Context: an optimization exercise on an open-source flow, tuned for small area, a short achievable clock period and few clock cycles. The choices shown serve that exercise and are no tape-out recipe.
The RTL was checked by simulation tests, not by an equivalence proof against the original design.
Power and IR drop assume default switching activity.

==> design/flow/design.v <==
module bms_t15 (
    input  wire [7:0]  idx,
    output reg  [15:0] val
);
    always @* begin
        case (idx)
            8'h00: val = 16'h0000;
            8'h01: val = 16'h8B32;
            8'h02: val = 16'h9D56;
            8'h03: val = 16'h1664;
            8'h04: val = 16'hB19E;
            8'h05: val = 16'h3AAC;
            8'h06: val = 16'h2CC8;
            8'h07: val = 16'hA7FA;
            8'h08: val = 16'hE80E;
            8'h09: val = 16'h633C;
            8'h0A: val = 16'h7558;
            8'h0B: val = 16'hFE6A;
            8'h0C: val = 16'h5990;
            8'h0D: val = 16'hD2A2;
            8'h0E: val = 16'hC4C6;
            8'h0F: val = 16'h4FF4;
            8'h10: val = 16'h5B2E;
            8'h11: val = 16'hD01C;
            8'h12: val = 16'hC678;
            8'h13: val = 16'h4D4A;
            8'h14: val = 16'hEAB0;
            8'h15: val = 16'h6182;
            8'h16: val = 16'h77E6;
            8'h17: val = 16'hFCD4;
            8'h18: val = 16'hB320;
            8'h19: val = 16'h3812;
            8'h1A: val = 16'h2E76;
            8'h1B: val = 16'hA544;
            8'h1C: val = 16'h02BE;
            8'h1D: val = 16'h898C;
            8'h1E: val = 16'h9FE8;
            8'h1F: val = 16'h14DA;
            8'h20: val = 16'hB65C;
            8'h21: val = 16'h3D6E;
            8'h22: val = 16'h2B0A;
            8'h23: val = 16'hA038;
            8'h24: val = 16'h07C2;
            8'h25: val = 16'h8CF0;
            8'h26: val = 16'h9A94;
            8'h27: val = 16'h11A6;
            8'h28: val = 16'h5E52;
            8'h29: val = 16'hD560;
            8'h2A: val = 16'hC304;
            8'h2B: val = 16'h4836;
            8'h2C: val = 16'hEFCC;
            8'h2D: val = 16'h64FE;
            8'h2E: val = 16'h729A;
            8'h2F: val = 16'hF9A8;
            8'h30: val = 16'hED72;
            8'h31: val = 16'h6640;
            8'h32: val = 16'h7024;
            8'h33: val = 16'hFB16;
            8'h34: val = 16'h5CEC;
            8'h35: val = 16'hD7DE;
            8'h36: val = 16'hC1BA;
            8'h37: val = 16'h4A88;
            8'h38: val = 16'h057C;
            8'h39: val = 16'h8E4E;
            8'h3A: val = 16'h982A;
            8'h3B: val = 16'h1318;
            8'h3C: val = 16'hB4E2;
            8'h3D: val = 16'h3FD0;
            8'h3E: val = 16'h29B4;
            8'h3F: val = 16'hA286;
            8'h40: val = 16'hE78A;
            8'h41: val = 16'h6CB8;
            8'h42: val = 16'h7ADC;
            8'h43: val = 16'hF1EE;
            8'h44: val = 16'h5614;
            8'h45: val = 16'hDD26;
            8'h46: val = 16'hCB42;
            8'h47: val = 16'h4070;
            8'h48: val = 16'h0F84;
            8'h49: val = 16'h84B6;
            8'h4A: val = 16'h92D2;
            8'h4B: val = 16'h19E0;
            8'h4C: val = 16'hBE1A;
            8'h4D: val = 16'h3528;
            8'h4E: val = 16'h234C;
            8'h4F: val = 16'hA87E;
            8'h50: val = 16'hBCA4;
            8'h51: val = 16'h3796;
            8'h52: val = 16'h21F2;
            8'h53: val = 16'hAAC0;
            8'h54: val = 16'h0D3A;
            8'h55: val = 16'h8608;
            8'h56: val = 16'h906C;
            8'h57: val = 16'h1B5E;
            8'h58: val = 16'h54AA;
            8'h59: val = 16'hDF98;
            8'h5A: val = 16'hC9FC;
            8'h5B: val = 16'h42CE;
            8'h5C: val = 16'hE534;
            8'h5D: val = 16'h6E06;
            8'h5E: val = 16'h7862;
            8'h5F: val = 16'hF350;
            8'h60: val = 16'h51D6;
            8'h61: val = 16'hDAE4;
            8'h62: val = 16'hCC80;
            8'h63: val = 16'h47B2;
            8'h64: val = 16'hE048;
            8'h65: val = 16'h6B7A;
            8'h66: val = 16'h7D1E;
            8'h67: val = 16'hF62C;
            8'h68: val = 16'hB9D8;
            8'h69: val = 16'h32EA;
            8'h6A: val = 16'h248E;
            8'h6B: val = 16'hAFBC;
            8'h6C: val = 16'h0846;
            8'h6D: val = 16'h8374;
            8'h6E: val = 16'h9510;
            8'h6F: val = 16'h1E22;
            8'h70: val = 16'h0AF8;
            8'h71: val = 16'h81CA;
            8'h72: val = 16'h97AE;
            8'h73: val = 16'h1C9C;
            8'h74: val = 16'hBB66;
            8'h75: val = 16'h3054;
            8'h76: val = 16'h2630;
            8'h77: val = 16'hAD02;
            8'h78: val = 16'hE2F6;
            8'h79: val = 16'h69C4;
            8'h7A: val = 16'h7FA0;
            8'h7B: val = 16'hF492;
            8'h7C: val = 16'h5368;
            8'h7D: val = 16'hD85A;
            8'h7E: val = 16'hCE3E;
            8'h7F: val = 16'h450C;
            8'h80: val = 16'h4426;
            8'h81: val = 16'hCF14;
            8'h82: val = 16'hD970;
            8'h83: val = 16'h5242;
            8'h84: val = 16'hF5B8;
            8'h85: val = 16'h7E8A;
            8'h86: val = 16'h68EE;
            8'h87: val = 16'hE3DC;
            8'h88: val = 16'hAC28;
            8'h89: val = 16'h271A;
            8'h8A: val = 16'h317E;
            8'h8B: val = 16'hBA4C;
            8'h8C: val = 16'h1DB6;
            8'h8D: val = 16'h9684;
            8'h8E: val = 16'h80E0;
            8'h8F: val = 16'h0BD2;
            8'h90: val = 16'h1F08;
            8'h91: val = 16'h943A;
            8'h92: val = 16'h825E;
            8'h93: val = 16'h096C;
            8'h94: val = 16'hAE96;
            8'h95: val = 16'h25A4;
            8'h96: val = 16'h33C0;
            8'h97: val = 16'hB8F2;
            8'h98: val = 16'hF706;
            8'h99: val = 16'h7C34;
            8'h9A: val = 16'h6A50;
            8'h9B: val = 16'hE162;
            8'h9C: val = 16'h4698;
            8'h9D: val = 16'hCDAA;
            8'h9E: val = 16'hDBCE;
            8'h9F: val = 16'h50FC;
            8'hA0: val = 16'hF27A;
            8'hA1: val = 16'h7948;
            8'hA2: val = 16'h6F2C;
            8'hA3: val = 16'hE41E;
            8'hA4: val = 16'h43E4;
            8'hA5: val = 16'hC8D6;
            8'hA6: val = 16'hDEB2;
            8'hA7: val = 16'h5580;
            8'hA8: val = 16'h1A74;
            8'hA9: val = 16'h9146;
            8'hAA: val = 16'h8722;
            8'hAB: val = 16'h0C10;
            8'hAC: val = 16'hABEA;
            8'hAD: val = 16'h20D8;
            8'hAE: val = 16'h36BC;
            8'hAF: val = 16'hBD8E;
            8'hB0: val = 16'hA954;
            8'hB1: val = 16'h2266;
            8'hB2: val = 16'h3402;
            8'hB3: val = 16'hBF30;
            8'hB4: val = 16'h18CA;
            8'hB5: val = 16'h93F8;
            8'hB6: val = 16'h859C;
            8'hB7: val = 16'h0EAE;
            8'hB8: val = 16'h415A;
            8'hB9: val = 16'hCA68;
            8'hBA: val = 16'hDC0C;
            8'hBB: val = 16'h573E;
            8'hBC: val = 16'hF0C4;
            8'hBD: val = 16'h7BF6;
            8'hBE: val = 16'h6D92;
            8'hBF: val = 16'hE6A0;
            8'hC0: val = 16'hA3AC;
            8'hC1: val = 16'h289E;
            8'hC2: val = 16'h3EFA;
            8'hC3: val = 16'hB5C8;
            8'hC4: val = 16'h1232;
            8'hC5: val = 16'h9900;
            8'hC6: val = 16'h8F64;
            8'hC7: val = 16'h0456;
            8'hC8: val = 16'h4BA2;
            8'hC9: val = 16'hC090;
            8'hCA: val = 16'hD6F4;
            8'hCB: val = 16'h5DC6;
            8'hCC: val = 16'hFA3C;
            8'hCD: val = 16'h710E;
            8'hCE: val = 16'h676A;
            8'hCF: val = 16'hEC58;
            8'hD0: val = 16'hF882;
            8'hD1: val = 16'h73B0;
            8'hD2: val = 16'h65D4;
            8'hD3: val = 16'hEEE6;
            8'hD4: val = 16'h491C;
            8'hD5: val = 16'hC22E;
            8'hD6: val = 16'hD44A;
            8'hD7: val = 16'h5F78;
            8'hD8: val = 16'h108C;
            8'hD9: val = 16'h9BBE;
            8'hDA: val = 16'h8DDA;
            8'hDB: val = 16'h06E8;
            8'hDC: val = 16'hA112;
            8'hDD: val = 16'h2A20;
            8'hDE: val = 16'h3C44;
            8'hDF: val = 16'hB776;
            8'hE0: val = 16'h15F0;
            8'hE1: val = 16'h9EC2;
            8'hE2: val = 16'h88A6;
            8'hE3: val = 16'h0394;
            8'hE4: val = 16'hA46E;
            8'hE5: val = 16'h2F5C;
            8'hE6: val = 16'h3938;
            8'hE7: val = 16'hB20A;
            8'hE8: val = 16'hFDFE;
            8'hE9: val = 16'h76CC;
            8'hEA: val = 16'h60A8;
            8'hEB: val = 16'hEB9A;
            8'hEC: val = 16'h4C60;
            8'hED: val = 16'hC752;
            8'hEE: val = 16'hD136;
            8'hEF: val = 16'h5A04;
            8'hF0: val = 16'h4EDE;
            8'hF1: val = 16'hC5EC;
            8'hF2: val = 16'hD388;
            8'hF3: val = 16'h58BA;
            8'hF4: val = 16'hFF40;
            8'hF5: val = 16'h7472;
            8'hF6: val = 16'h6216;
            8'hF7: val = 16'hE924;
            8'hF8: val = 16'hA6D0;
            8'hF9: val = 16'h2DE2;
            8'hFA: val = 16'h3B86;
            8'hFB: val = 16'hB0B4;
            8'hFC: val = 16'h174E;
            8'hFD: val = 16'h9C7C;
            8'hFE: val = 16'h8A18;
            8'hFF: val = 16'h012A;
            default: val = 16'h0000;
        endcase
    end
endmodule
module bms_t10 (
    input  wire [7:0] idx,
    output reg  [9:0] val
);
    always @* begin
        case (idx)
            8'h00: val = 10'h000;
            8'h01: val = 10'h08F;
            8'h02: val = 10'h11E;
            8'h03: val = 10'h191;
            8'h04: val = 10'h23C;
            8'h05: val = 10'h2B3;
            8'h06: val = 10'h322;
            8'h07: val = 10'h3AD;
            8'h08: val = 10'h0F7;
            8'h09: val = 10'h078;
            8'h0A: val = 10'h1E9;
            8'h0B: val = 10'h166;
            8'h0C: val = 10'h2CB;
            8'h0D: val = 10'h244;
            8'h0E: val = 10'h3D5;
            8'h0F: val = 10'h35A;
            8'h10: val = 10'h1EE;
            8'h11: val = 10'h161;
            8'h12: val = 10'h0F0;
            8'h13: val = 10'h07F;
            8'h14: val = 10'h3D2;
            8'h15: val = 10'h35D;
            8'h16: val = 10'h2CC;
            8'h17: val = 10'h243;
            8'h18: val = 10'h119;
            8'h19: val = 10'h196;
            8'h1A: val = 10'h007;
            8'h1B: val = 10'h088;
            8'h1C: val = 10'h325;
            8'h1D: val = 10'h3AA;
            8'h1E: val = 10'h23B;
            8'h1F: val = 10'h2B4;
            8'h20: val = 10'h3DC;
            8'h21: val = 10'h353;
            8'h22: val = 10'h2C2;
            8'h23: val = 10'h24D;
            8'h24: val = 10'h1E0;
            8'h25: val = 10'h16F;
            8'h26: val = 10'h0FE;
            8'h27: val = 10'h071;
            8'h28: val = 10'h32B;
            8'h29: val = 10'h3A4;
            8'h2A: val = 10'h235;
            8'h2B: val = 10'h2BA;
            8'h2C: val = 10'h117;
            8'h2D: val = 10'h198;
            8'h2E: val = 10'h009;
            8'h2F: val = 10'h086;
            8'h30: val = 10'h232;
            8'h31: val = 10'h2BD;
            8'h32: val = 10'h32C;
            8'h33: val = 10'h3A3;
            8'h34: val = 10'h00E;
            8'h35: val = 10'h081;
            8'h36: val = 10'h110;
            8'h37: val = 10'h19F;
            8'h38: val = 10'h2C5;
            8'h39: val = 10'h24A;
            8'h3A: val = 10'h3DB;
            8'h3B: val = 10'h354;
            8'h3C: val = 10'h0F9;
            8'h3D: val = 10'h076;
            8'h3E: val = 10'h1E7;
            8'h3F: val = 10'h168;
            8'h40: val = 10'h337;
            8'h41: val = 10'h3B8;
            8'h42: val = 10'h229;
            8'h43: val = 10'h2A6;
            8'h44: val = 10'h10B;
            8'h45: val = 10'h184;
            8'h46: val = 10'h015;
            8'h47: val = 10'h09A;
            8'h48: val = 10'h3C0;
            8'h49: val = 10'h34F;
            8'h4A: val = 10'h2DE;
            8'h4B: val = 10'h251;
            8'h4C: val = 10'h1FC;
            8'h4D: val = 10'h173;
            8'h4E: val = 10'h0E2;
            8'h4F: val = 10'h06D;
            8'h50: val = 10'h2D9;
            8'h51: val = 10'h256;
            8'h52: val = 10'h3C7;
            8'h53: val = 10'h348;
            8'h54: val = 10'h0E5;
            8'h55: val = 10'h06A;
            8'h56: val = 10'h1FB;
            8'h57: val = 10'h174;
            8'h58: val = 10'h22E;
            8'h59: val = 10'h2A1;
            8'h5A: val = 10'h330;
            8'h5B: val = 10'h3BF;
            8'h5C: val = 10'h012;
            8'h5D: val = 10'h09D;
            8'h5E: val = 10'h10C;
            8'h5F: val = 10'h183;
            8'h60: val = 10'h0EB;
            8'h61: val = 10'h064;
            8'h62: val = 10'h1F5;
            8'h63: val = 10'h17A;
            8'h64: val = 10'h2D7;
            8'h65: val = 10'h258;
            8'h66: val = 10'h3C9;
            8'h67: val = 10'h346;
            8'h68: val = 10'h01C;
            8'h69: val = 10'h093;
            8'h6A: val = 10'h102;
            8'h6B: val = 10'h18D;
            8'h6C: val = 10'h220;
            8'h6D: val = 10'h2AF;
            8'h6E: val = 10'h33E;
            8'h6F: val = 10'h3B1;
            8'h70: val = 10'h105;
            8'h71: val = 10'h18A;
            8'h72: val = 10'h01B;
            8'h73: val = 10'h094;
            8'h74: val = 10'h339;
            8'h75: val = 10'h3B6;
            8'h76: val = 10'h227;
            8'h77: val = 10'h2A8;
            8'h78: val = 10'h1F2;
            8'h79: val = 10'h17D;
            8'h7A: val = 10'h0EC;
            8'h7B: val = 10'h063;
            8'h7C: val = 10'h3CE;
            8'h7D: val = 10'h341;
            8'h7E: val = 10'h2D0;
            8'h7F: val = 10'h25F;
            8'h80: val = 10'h2E1;
            8'h81: val = 10'h26E;
            8'h82: val = 10'h3FF;
            8'h83: val = 10'h370;
            8'h84: val = 10'h0DD;
            8'h85: val = 10'h052;
            8'h86: val = 10'h1C3;
            8'h87: val = 10'h14C;
            8'h88: val = 10'h216;
            8'h89: val = 10'h299;
            8'h8A: val = 10'h308;
            8'h8B: val = 10'h387;
            8'h8C: val = 10'h02A;
            8'h8D: val = 10'h0A5;
            8'h8E: val = 10'h134;
            8'h8F: val = 10'h1BB;
            8'h90: val = 10'h30F;
            8'h91: val = 10'h380;
            8'h92: val = 10'h211;
            8'h93: val = 10'h29E;
            8'h94: val = 10'h133;
            8'h95: val = 10'h1BC;
            8'h96: val = 10'h02D;
            8'h97: val = 10'h0A2;
            8'h98: val = 10'h3F8;
            8'h99: val = 10'h377;
            8'h9A: val = 10'h2E6;
            8'h9B: val = 10'h269;
            8'h9C: val = 10'h1C4;
            8'h9D: val = 10'h14B;
            8'h9E: val = 10'h0DA;
            8'h9F: val = 10'h055;
            8'hA0: val = 10'h13D;
            8'hA1: val = 10'h1B2;
            8'hA2: val = 10'h023;
            8'hA3: val = 10'h0AC;
            8'hA4: val = 10'h301;
            8'hA5: val = 10'h38E;
            8'hA6: val = 10'h21F;
            8'hA7: val = 10'h290;
            8'hA8: val = 10'h1CA;
            8'hA9: val = 10'h145;
            8'hAA: val = 10'h0D4;
            8'hAB: val = 10'h05B;
            8'hAC: val = 10'h3F6;
            8'hAD: val = 10'h379;
            8'hAE: val = 10'h2E8;
            8'hAF: val = 10'h267;
            8'hB0: val = 10'h0D3;
            8'hB1: val = 10'h05C;
            8'hB2: val = 10'h1CD;
            8'hB3: val = 10'h142;
            8'hB4: val = 10'h2EF;
            8'hB5: val = 10'h260;
            8'hB6: val = 10'h3F1;
            8'hB7: val = 10'h37E;
            8'hB8: val = 10'h024;
            8'hB9: val = 10'h0AB;
            8'hBA: val = 10'h13A;
            8'hBB: val = 10'h1B5;
            8'hBC: val = 10'h218;
            8'hBD: val = 10'h297;
            8'hBE: val = 10'h306;
            8'hBF: val = 10'h389;
            8'hC0: val = 10'h1D6;
            8'hC1: val = 10'h159;
            8'hC2: val = 10'h0C8;
            8'hC3: val = 10'h047;
            8'hC4: val = 10'h3EA;
            8'hC5: val = 10'h365;
            8'hC6: val = 10'h2F4;
            8'hC7: val = 10'h27B;
            8'hC8: val = 10'h121;
            8'hC9: val = 10'h1AE;
            8'hCA: val = 10'h03F;
            8'hCB: val = 10'h0B0;
            8'hCC: val = 10'h31D;
            8'hCD: val = 10'h392;
            8'hCE: val = 10'h203;
            8'hCF: val = 10'h28C;
            8'hD0: val = 10'h038;
            8'hD1: val = 10'h0B7;
            8'hD2: val = 10'h126;
            8'hD3: val = 10'h1A9;
            8'hD4: val = 10'h204;
            8'hD5: val = 10'h28B;
            8'hD6: val = 10'h31A;
            8'hD7: val = 10'h395;
            8'hD8: val = 10'h0CF;
            8'hD9: val = 10'h040;
            8'hDA: val = 10'h1D1;
            8'hDB: val = 10'h15E;
            8'hDC: val = 10'h2F3;
            8'hDD: val = 10'h27C;
            8'hDE: val = 10'h3ED;
            8'hDF: val = 10'h362;
            8'hE0: val = 10'h20A;
            8'hE1: val = 10'h285;
            8'hE2: val = 10'h314;
            8'hE3: val = 10'h39B;
            8'hE4: val = 10'h036;
            8'hE5: val = 10'h0B9;
            8'hE6: val = 10'h128;
            8'hE7: val = 10'h1A7;
            8'hE8: val = 10'h2FD;
            8'hE9: val = 10'h272;
            8'hEA: val = 10'h3E3;
            8'hEB: val = 10'h36C;
            8'hEC: val = 10'h0C1;
            8'hED: val = 10'h04E;
            8'hEE: val = 10'h1DF;
            8'hEF: val = 10'h150;
            8'hF0: val = 10'h3E4;
            8'hF1: val = 10'h36B;
            8'hF2: val = 10'h2FA;
            8'hF3: val = 10'h275;
            8'hF4: val = 10'h1D8;
            8'hF5: val = 10'h157;
            8'hF6: val = 10'h0C6;
            8'hF7: val = 10'h049;
            8'hF8: val = 10'h313;
            8'hF9: val = 10'h39C;
            8'hFA: val = 10'h20D;
            8'hFB: val = 10'h282;
            8'hFC: val = 10'h12F;
            8'hFD: val = 10'h1A0;
            8'hFE: val = 10'h031;
            8'hFF: val = 10'h0BE;
            default: val = 10'h000;
        endcase
    end
endmodule
module bms_crc15_cmd (
    input  wire [15:0] cmd,
    output wire [15:0] pec
);
    wire [15:0] r0 = 16'h0020;
    wire [15:0] t0, t1, r1;
    bms_t15 u_t0 (.idx(r0[15:8] ^ cmd[15:8]), .val(t0));
    assign r1 = {r0[7:0], 8'h00} ^ t0;
    bms_t15 u_t1 (.idx(r1[15:8] ^ cmd[7:0]), .val(t1));
    assign pec = {r1[7:0], 8'h00} ^ t1;
endmodule
module bms_crc10_byte (
    input  wire [9:0] crc_in,
    input  wire [7:0] data,
    output wire [9:0] crc_out
);
    wire [9:0] t;
    bms_t10 u_t (.idx(crc_in[9:2] ^ data), .val(t));
    assign crc_out = {crc_in[1:0], 8'h00} ^ t;
endmodule
module bms_crc10_ctr (
    input  wire [9:0] crc_in,
    input  wire [5:0] ctr,
    output reg  [9:0] crc_out
);
    integer j;
    reg fb;
    always @* begin
        crc_out = crc_in;
        for (j = 5; j >= 0; j = j - 1) begin
            fb      = crc_out[9] ^ ctr[j];
            crc_out = {crc_out[8:0], 1'b0};
            if (fb)
                crc_out = crc_out ^ 10'h08F;
        end
    end
endmodule
module bms_codec (
    input  wire        clk,
    input  wire        rst,
    input  wire        req_valid,
    output wire        req_ready,
    input  wire [31:0] req_desc,
    input  wire [7:0]  req_count,
    input  wire [7:0]  req_counter,
    input  wire        in_valid,
    output wire        in_ready,
    input  wire [7:0]  in_data,
    output wire        out_valid,
    input  wire        out_ready,
    output reg  [7:0]  out_data,
    output wire        out_last,
    output wire [2:0]  out_status
);
    localparam MAX_DEVICES = 16;
    localparam NBYTES      = 6 * MAX_DEVICES;
    localparam [1:0] S_IDLE = 2'd0, S_IN = 2'd1, S_OUT = 2'd2;
    localparam [1:0] K_CMD = 2'd0, K_WR = 2'd1, K_RD = 2'd2, K_ILL = 2'd3;
    localparam [2:0] ST_OK  = 3'd0, ST_BRK = 3'd1, ST_POR = 3'd3,
                     ST_CCE = 3'd4, ST_ILL = 3'd7;
    localparam [9:0] CRC10_SEED = 10'h010;
    reg  [1:0]  state_q;
    reg  [1:0]  kind_q;
    reg         port_q;           
    reg  [4:0]  cnt_q;            
    reg  [15:0] cmd_q;
    reg  [5:0]  ectr_q;           
    reg  [2:0]  stat_q;
    reg  [7:0]  idx_q;            
    reg  [9:0]  crc_q;            
    reg  [7:0]  pec0_q;           
    reg  [7:0]  pay_q [0:NBYTES-1];
    wire [3:0]  d_op   = req_desc[19:16];
    wire        d_port = req_desc[22];
    wire [1:0]  d_cls  = req_desc[21:20];
    wire [15:0] d_cmd  = req_desc[15:0];
    wire        d_rsv0 = (req_desc[31:23] == 9'd0);
    wire        d_cnt_ok = (req_count != 8'd0) && (req_count <= MAX_DEVICES);
    reg  [1:0]  d_kind;
    always @* begin
        d_kind = K_ILL;
        if (d_rsv0 && d_cls == 2'd0) begin
            case (d_op)
                4'hA: if (!d_port && req_count == 8'd0 && req_counter == 8'd0)
                          d_kind = K_CMD;
                4'hB: if (d_cnt_ok && req_counter == 8'd0)
                          d_kind = K_WR;
                4'hC: if (d_cmd == 16'd0 && d_cnt_ok && req_counter <= 8'd63)
                          d_kind = K_RD;
                default: d_kind = K_ILL;
            endcase
        end
    end
    wire [7:0] j_idx  = idx_q - 8'd4;
    wire [4:0] j_slot = j_idx[7:3];
    wire [2:0] j_byte = j_idx[2:0];
    wire [4:0] j_dev  = port_q ? j_slot : (cnt_q - 5'd1 - j_slot);
    wire [6:0] j_addr = j_dev * 3'd6 + j_byte;
    wire [7:0] last_in  = (kind_q == K_WR) ? (cnt_q * 3'd6 - 8'd1)
                                           : (cnt_q * 4'd8 + 8'd3);
    wire [7:0] last_out = (kind_q == K_CMD) ? 8'd3 :
                          (kind_q == K_WR)  ? (cnt_q * 4'd8 + 8'd3) :
                          (kind_q == K_RD && stat_q == ST_OK) ? (cnt_q * 3'd6 - 8'd1) :
                          8'd0;
    wire [15:0] pec15w;
    bms_crc15_cmd u_crc15 (.cmd(cmd_q), .pec(pec15w));
    wire [7:0] crc_byte = (state_q == S_IN) ? in_data : pay_q[j_addr];
    wire [9:0] crc_base = (j_byte == 3'd0) ? CRC10_SEED : crc_q;
    wire [9:0] crc_next;
    bms_crc10_byte u_crc10 (.crc_in(crc_base), .data(crc_byte), .crc_out(crc_next));
    wire [5:0] fold_ctr = (kind_q == K_RD) ? pec0_q[7:2] : 6'd0;
    wire [9:0] crc_fold;
    bms_crc10_ctr u_ctr (.crc_in(crc_q), .ctr(fold_ctr), .crc_out(crc_fold));
    reg [2:0] slot_st;
    always @* begin
        if (crc_fold != {pec0_q[1:0], in_data})
            slot_st = ST_BRK;
        else if (pec0_q[7:2] == ectr_q)
            slot_st = ST_OK;
        else if (pec0_q[7:2] == 6'd0)
            slot_st = ST_POR;
        else
            slot_st = ST_CCE;
    end
    reg [2:0] rank_stat, rank_slot;
    always @* begin
        case (stat_q)
            ST_BRK:  rank_stat = 3'd2;
            ST_CCE:  rank_stat = 3'd3;
            ST_POR:  rank_stat = 3'd4;
            default: rank_stat = 3'd1;
        endcase
        case (slot_st)
            ST_BRK:  rank_slot = 3'd2;
            ST_CCE:  rank_slot = 3'd3;
            ST_POR:  rank_slot = 3'd4;
            default: rank_slot = 3'd1;
        endcase
    end
    wire [2:0] stat_worse = (rank_stat >= rank_slot) ? stat_q : slot_st;
    assign req_ready  = (state_q == S_IDLE);
    assign in_ready   = (state_q == S_IN);
    assign out_valid  = (state_q == S_OUT);
    assign out_last   = (state_q == S_OUT) && (idx_q == last_out);
    assign out_status = out_last ? stat_q : 3'd0;
    wire req_fire = req_valid && req_ready;
    wire in_fire  = in_valid && in_ready;
    wire out_fire = out_valid && out_ready;
    always @* begin
        out_data = 8'h00;
        case (kind_q)
            K_CMD: case (idx_q[1:0])
                       2'd0: out_data = cmd_q[15:8];
                       2'd1: out_data = cmd_q[7:0];
                       2'd2: out_data = pec15w[15:8];
                       default: out_data = pec15w[7:0];
                   endcase
            K_WR: begin
                if (idx_q == 8'd0)      out_data = cmd_q[15:8];
                else if (idx_q == 8'd1) out_data = cmd_q[7:0];
                else if (idx_q == 8'd2) out_data = pec15w[15:8];
                else if (idx_q == 8'd3) out_data = pec15w[7:0];
                else if (j_byte == 3'd6) out_data = {6'd0, crc_fold[9:8]};
                else if (j_byte == 3'd7) out_data = crc_fold[7:0];
                else                     out_data = pay_q[j_addr];
            end
            K_RD: if (stat_q == ST_OK) out_data = pay_q[idx_q[6:0]];
            default: out_data = 8'h00;
        endcase
    end
    always @(posedge clk) begin
        if (in_fire) begin
            if (kind_q == K_WR)
                pay_q[idx_q[6:0]] <= in_data;
            else if (idx_q >= 8'd4 && j_byte < 3'd6)
                pay_q[j_addr] <= in_data;
        end
    end
    always @(posedge clk) begin
        if (rst) begin
            state_q <= S_IDLE;
            kind_q  <= K_CMD;
            port_q  <= 1'b0;
            cnt_q   <= 5'd0;
            cmd_q   <= 16'd0;
            ectr_q  <= 6'd0;
            stat_q  <= ST_OK;
            idx_q   <= 8'd0;
            crc_q   <= 10'd0;
            pec0_q  <= 8'd0;
        end else begin
            case (state_q)
                S_IDLE: if (req_fire) begin
                    kind_q <= d_kind;
                    port_q <= d_port;
                    cnt_q  <= req_count[4:0];
                    cmd_q  <= d_cmd;
                    ectr_q <= req_counter[5:0];
                    stat_q <= (d_kind == K_ILL) ? ST_ILL : ST_OK;
                    idx_q  <= 8'd0;
                    if (d_kind == K_WR || d_kind == K_RD)
                        state_q <= S_IN;
                    else
                        state_q <= S_OUT;
                end
                S_IN: if (in_fire) begin
                    if (kind_q == K_RD && idx_q >= 8'd4) begin
                        if (j_byte < 3'd6)
                            crc_q <= crc_next;
                        else if (j_byte == 3'd6)
                            pec0_q <= in_data;
                        else
                            stat_q <= stat_worse;
                    end
                    if (idx_q == last_in) begin
                        idx_q   <= 8'd0;
                        state_q <= S_OUT;
                    end else begin
                        idx_q <= idx_q + 8'd1;
                    end
                end
                S_OUT: if (out_fire) begin
                    if (kind_q == K_WR && idx_q >= 8'd4 && j_byte < 3'd6)
                        crc_q <= crc_next;
                    if (out_last) begin
                        idx_q   <= 8'd0;
                        state_q <= S_IDLE;
                    end else begin
                        idx_q <= idx_q + 8'd1;
                    end
                end
                default: state_q <= S_IDLE;
            endcase
        end
    end
endmodule
==> design/flow/run.sh <==
#!/bin/bash
# synth_recipe.tcl (not shown) runs the flow's synth.tcl, then flattens the netlist and writes it again
# the make line also repeats each setting of config.mk as NAME=value (left out here)
make -C /OpenROAD-flow-scripts/flow DESIGN_CONFIG=/design/flow/config.mk WORK_HOME=/design/flow/orfs CLKGATE_MAP_FILE= SYNTH_SCRIPT=/design/flow/synth_recipe.tcl finish
==> design/flow/config.mk <==
export PLATFORM = sky130hd
export DESIGN_NAME = bms_codec
export DESIGN_NICKNAME = bms_codec
export VERILOG_FILES = /design/flow/design.v
export SDC_FILE = /design/flow/constraint.sdc
export NUM_CORES = 4
export LEC_CHECK = 0
export CAP_MARGIN = 20
export CORE_MARGIN = 2
export CORE_UTILIZATION = 40
export PLACE_DENSITY = 0.6
export SLEW_MARGIN = 20
==> design/flow/constraint.sdc <==
create_clock -name core_clock -period 9.0 [get_ports {clk}]
set_input_delay 1.8000 -clock core_clock [delete_from_list [all_inputs] [get_ports {clk}]]
set_output_delay 1.8000 -clock core_clock [all_outputs]
set_load 0.01 [all_outputs]
==> summary.txt <==
==> cell usage after synthesis (all sizes together), types with 14 or more instances <==
cell    count  share of area
mux4      461           0.24
nor4       18         0.0026
a21oi      93          0.011
a31oi      16         0.0023
nand3      44         0.0051
dfxtp      83          0.038
clkbuf    111         0.0096
a211oi     21         0.0036
and3       18         0.0026
mux2i      67          0.016
ha         47          0.014
o21ai      56         0.0064
xnor2     117          0.024
nor2      195          0.017
xor2       47         0.0098
buf        82          0.011
inv        33         0.0028
edfxtp    768           0.53
nand2     194          0.017
and2       14         0.0020
nor3       29         0.0033
==> routing by layer <==
metal | track usage | part of all wire | vias up
met1 | 0.322 | 0.40 | 14100
li1 | - | - | 11000
met2 | 0.400 | 0.49 | 1205
met5 | 0 | 0.00019 | -
met4 | 0.0727 | 0.032 | 4
met3 | 0.0451 | 0.074 | 226
==> layout make-up <==
cell class	instances	area [µm²]	area share
clock buffer	112	2490	0.0507
clock inverter	63	709	0.0144
inverter	35	135	0.00275
multi-input combinational	1608	17900	0.364
sequential	851	24700	0.504
tap	1403	1760	0.0357
timing repair buffer	150	1420	0.0289
==> worst max-delay path, cell delays in order, from the launching register on <==
cell             delay (ps)
dfxtp_2                 420
clkinvlp_4              210
ha_1                    340
ha_1                    220
fa_1                    510
nor2_1                   50
a21oi_1                 300
ha_1                    340
fa_2                    790
buf_4                   320
inv_1                    80
buf_4                   190
and3_1                  150
a2111oi_0               570
nor4_2                  170
mux2i_1                 310
a21oi_1                 120
a31oi_1                 220
a311oi_1                 70
o21ai_0                 320
clkdlybuf4s50_1         600
==> cell families (layout without fill, tap and decap cells) <==
logic type	Yosys count	count (layout)	share of synthesized area
AND/OR/NAND/NOR	565	565	0.0577
adder cells (fa/ha/maj)	51	51	0.0154
AO/OA/AOI/OAI	293	293	0.0440
buffers and inverters	228	360	0.0236
XOR/XNOR	166	166	0.0348
flip-flops	851	851	0.569
multiplexers	533	533	0.256
==> path summary, 6_finish.rpt <==
kind                                             start                      to  slack, ps  cells past startpoint
worst max register to register   idx_q[3]$_SDFFE_PP0P_   crc_q[0]$_SDFFE_PP0P_       1860                     23
worst max-delay path             idx_q[3]$_SDFFE_PP0P_             out_data[1]        220                     20
worst min register to register  ectr_q[3]$_SDFFE_PP0P_  ectr_q[3]$_SDFFE_PP0P_        480                      2
worst min-delay path            ectr_q[3]$_SDFFE_PP0P_  ectr_q[3]$_SDFFE_PP0P_        480                      2
==> metrics by stage <==
stage	hold WS, ps	total power, mW	std cells	worst slack [ps]	instance area (µm²)
final	476	11.8	4222	223	49100
after global routing	500	12.3	4222	-29.9	49100
after CTS	481	11.8	4221	13.8	49000
after detailed placement	463	7.83	4040	470	45800
after global placement	463	7.79	4040	602	45800
after floorplan	448	6.78	2687	1490	43500
==> flip-flops by register name, indices dropped and copies added (netlist names), named ones only <==
| signal | cells |
|---|---|
| pay_q | 768 |
| cmd_q | 16 |
| u_crc15.t0 | 15 |
| crc_q | 10 |
| idx_q | 8 |
| pec0_q | 8 |
| ectr_q | 6 |
| cnt_q | 5 |
| stat_q | 3 |
| kind_q | 2 |
| state_q | 2 |
| port_q | 1 |
==> power breakdown <==
part / total, mW / switching (mW) / internal (mW) / leakage [nW]
logic: 3.45 / 2.01 / 1.44 / 5.88
clock network: 3.98 / 1.66 / 2.32 / 1.55
registers: 4.40 / 0.0507 / 4.35 / 7.58
total: 11.8 / 3.72 / 8.10 / 15.0
==> cell usage in the layout (no fill, tap or decap), types with 28 or more instances in the layout <==
cell type,count
buf_4,72
nand2_1,193
mux4_2,461
o21ai_0,53
xnor2_1,112
nand3_1,43
edfxtp_1,768
nor2_1,189
a21oi_1,93
dfxtp_1,77
nor3_1,28
mux2i_1,66
inv_1,33
clkdlybuf4s50_1,66
clkbuf_16,97
xor2_1,43
ha_1,46
==> what timing repair did <==
action                     CTS  global route
buffers inserted             6             0
pin swaps                    2             0
setup endpoints to repair    6             8
resized for setup            3            15
==> summary.md <==
| Metric | Value |
|---|---|
| Final TNS setup | `0 ps` |
| Synth warn | `4` |
| Seq cells post-synth | `851` |
| Root buf cell | `clkbuf_16` |
| Startpoint class of the critical path | `flop` |
| Final ANT Viol Nets | `0` |
| Crit path DAT | `6980 ps` |
| Static leakage | `15.0 nW` |
| Synth Flop Type | `edfxtp_1` |
| Fill cells | `9,160` |
| Mapped Cells | `2,687` |
| Share of cells above drive strength 1 | `0.261` |
| Via-to-Cell Ratio | `6.28` |
| Outcome | `no timing/DRC/antenna violations` |
| Least-Margin Pin Slew | `1270 ps` |
| EDFF count, synth | `768` |
| Sequential element share of the synthesized area | `0.569` |
| IO Port Bufs | `75` |
| Core Area | `108,000 µm²` |
| Slew margin rel. | `0.151` |
| Setup crit end kind | `output pin` |
| Vias | `26,500` |
| Req. time, crit path | `7200 ps` |
| Count of different cell masters after synthesis | `76` |
| Worst-Skew Late Latency | `690 ps` |
| Share of synthesized registers carrying an async set or reset | `0` |
| DR iter-0 viols | `3,189` |
| Post-Syn Nets | `2,799` |
| Final setup vio count | `0` |
| Clock sink total | `851` |
| Clock-pin transition on the worst setup and hold timing paths | `60 ps` |
| Post-detail-place hpwl | `92,100 µm` |
| Global-route wire length before repair | `194,000 µm` |
| Row Count | `120` |
| Max Slew Vio Count | `0` |
| Area growth from synthesis to layout | `13.0%` |
| Max IR drop VDD | `0.000162 V` |
| Cts bufs inserted | `96` |
| Syn avg cell area | `16.2 µm²` |
| DRC viols | `0` |
| CTS tree | `done` |
| # nets final | `2,854` |
| Critical Path Fanout Max | `15` |
| I/O pins | `76` |
| Max_cap viols | `0` |
| Final period util | `0.975` |
| Synthesized area | `43,500 µm²` |
| Fmax | `114 MHz` |
| H-Tree Depth | `3` |
| Die Span X | `334 µm` |
| Detailed-router iteration count before antenna repair | `6` |
| Hold buffer count at cts | `0` |
| Number of global-route vias before repair | `27,000` |
| Initial antenna violation count | `4` |
| Grt total ovfl | `0` |
| Max clock buf depth | `3` |
| Number of inserted diodes | `0` |
| Starting density of the core | `0.404` |
| Die Area | `111,000 µm²` |
| DR WL/cell | `31.8 µm` |
| Detailed Route WL | `134,000 µm` |
| Hold crit path type | `flop to flop` |
| Final worst path period need | `8780 ps` |
| Pin count of the biggest net entering global routing | `106` |
| Chip height | `334 µm` |
| Kind of critical path | `flop to output pin` |
| Worst clock skew | `24.9 ps` |
| Placer congestion estimate | `0.934` |
| Util after Layout | `0.457` |
| Pwr/cell area | `241 nW/µm²` |
| Final Hold Vio Count | `0` |
| GRT Util Overall | `0.241` |
Testbench counts, summed over its fixed seeds: cycles 96,380.

static timing again, ports no longer ideal:
How much do the figures lean on ideal ports? The routed layout below was timed once more, with nothing changed but the port constraints. Step 1 assumes that a clkbuf_16 drives the clock port and a buf_2 every other input. Step 2 also shifts input and output timing later by t, the mid clock arrival at the registers, as if the neighbouring blocks saw the same clock. Slacks: ideal / step 1 / step 2; pairs: ideal / step 1.
t, ns: 0.742
slack for setup (ns): 0.223 / 0.158 / 0.900
hold slack, ns: 0.476 / 0.476 / 0.476
slew at the worst register clock pin (ns): 0.06 / 0.06
cell pins on the clock port's net: 1
After both steps setup and hold are still met in this run. The setup slack of this run moves by -0.065 ns with the drivers and by +0.677 ns with both steps.
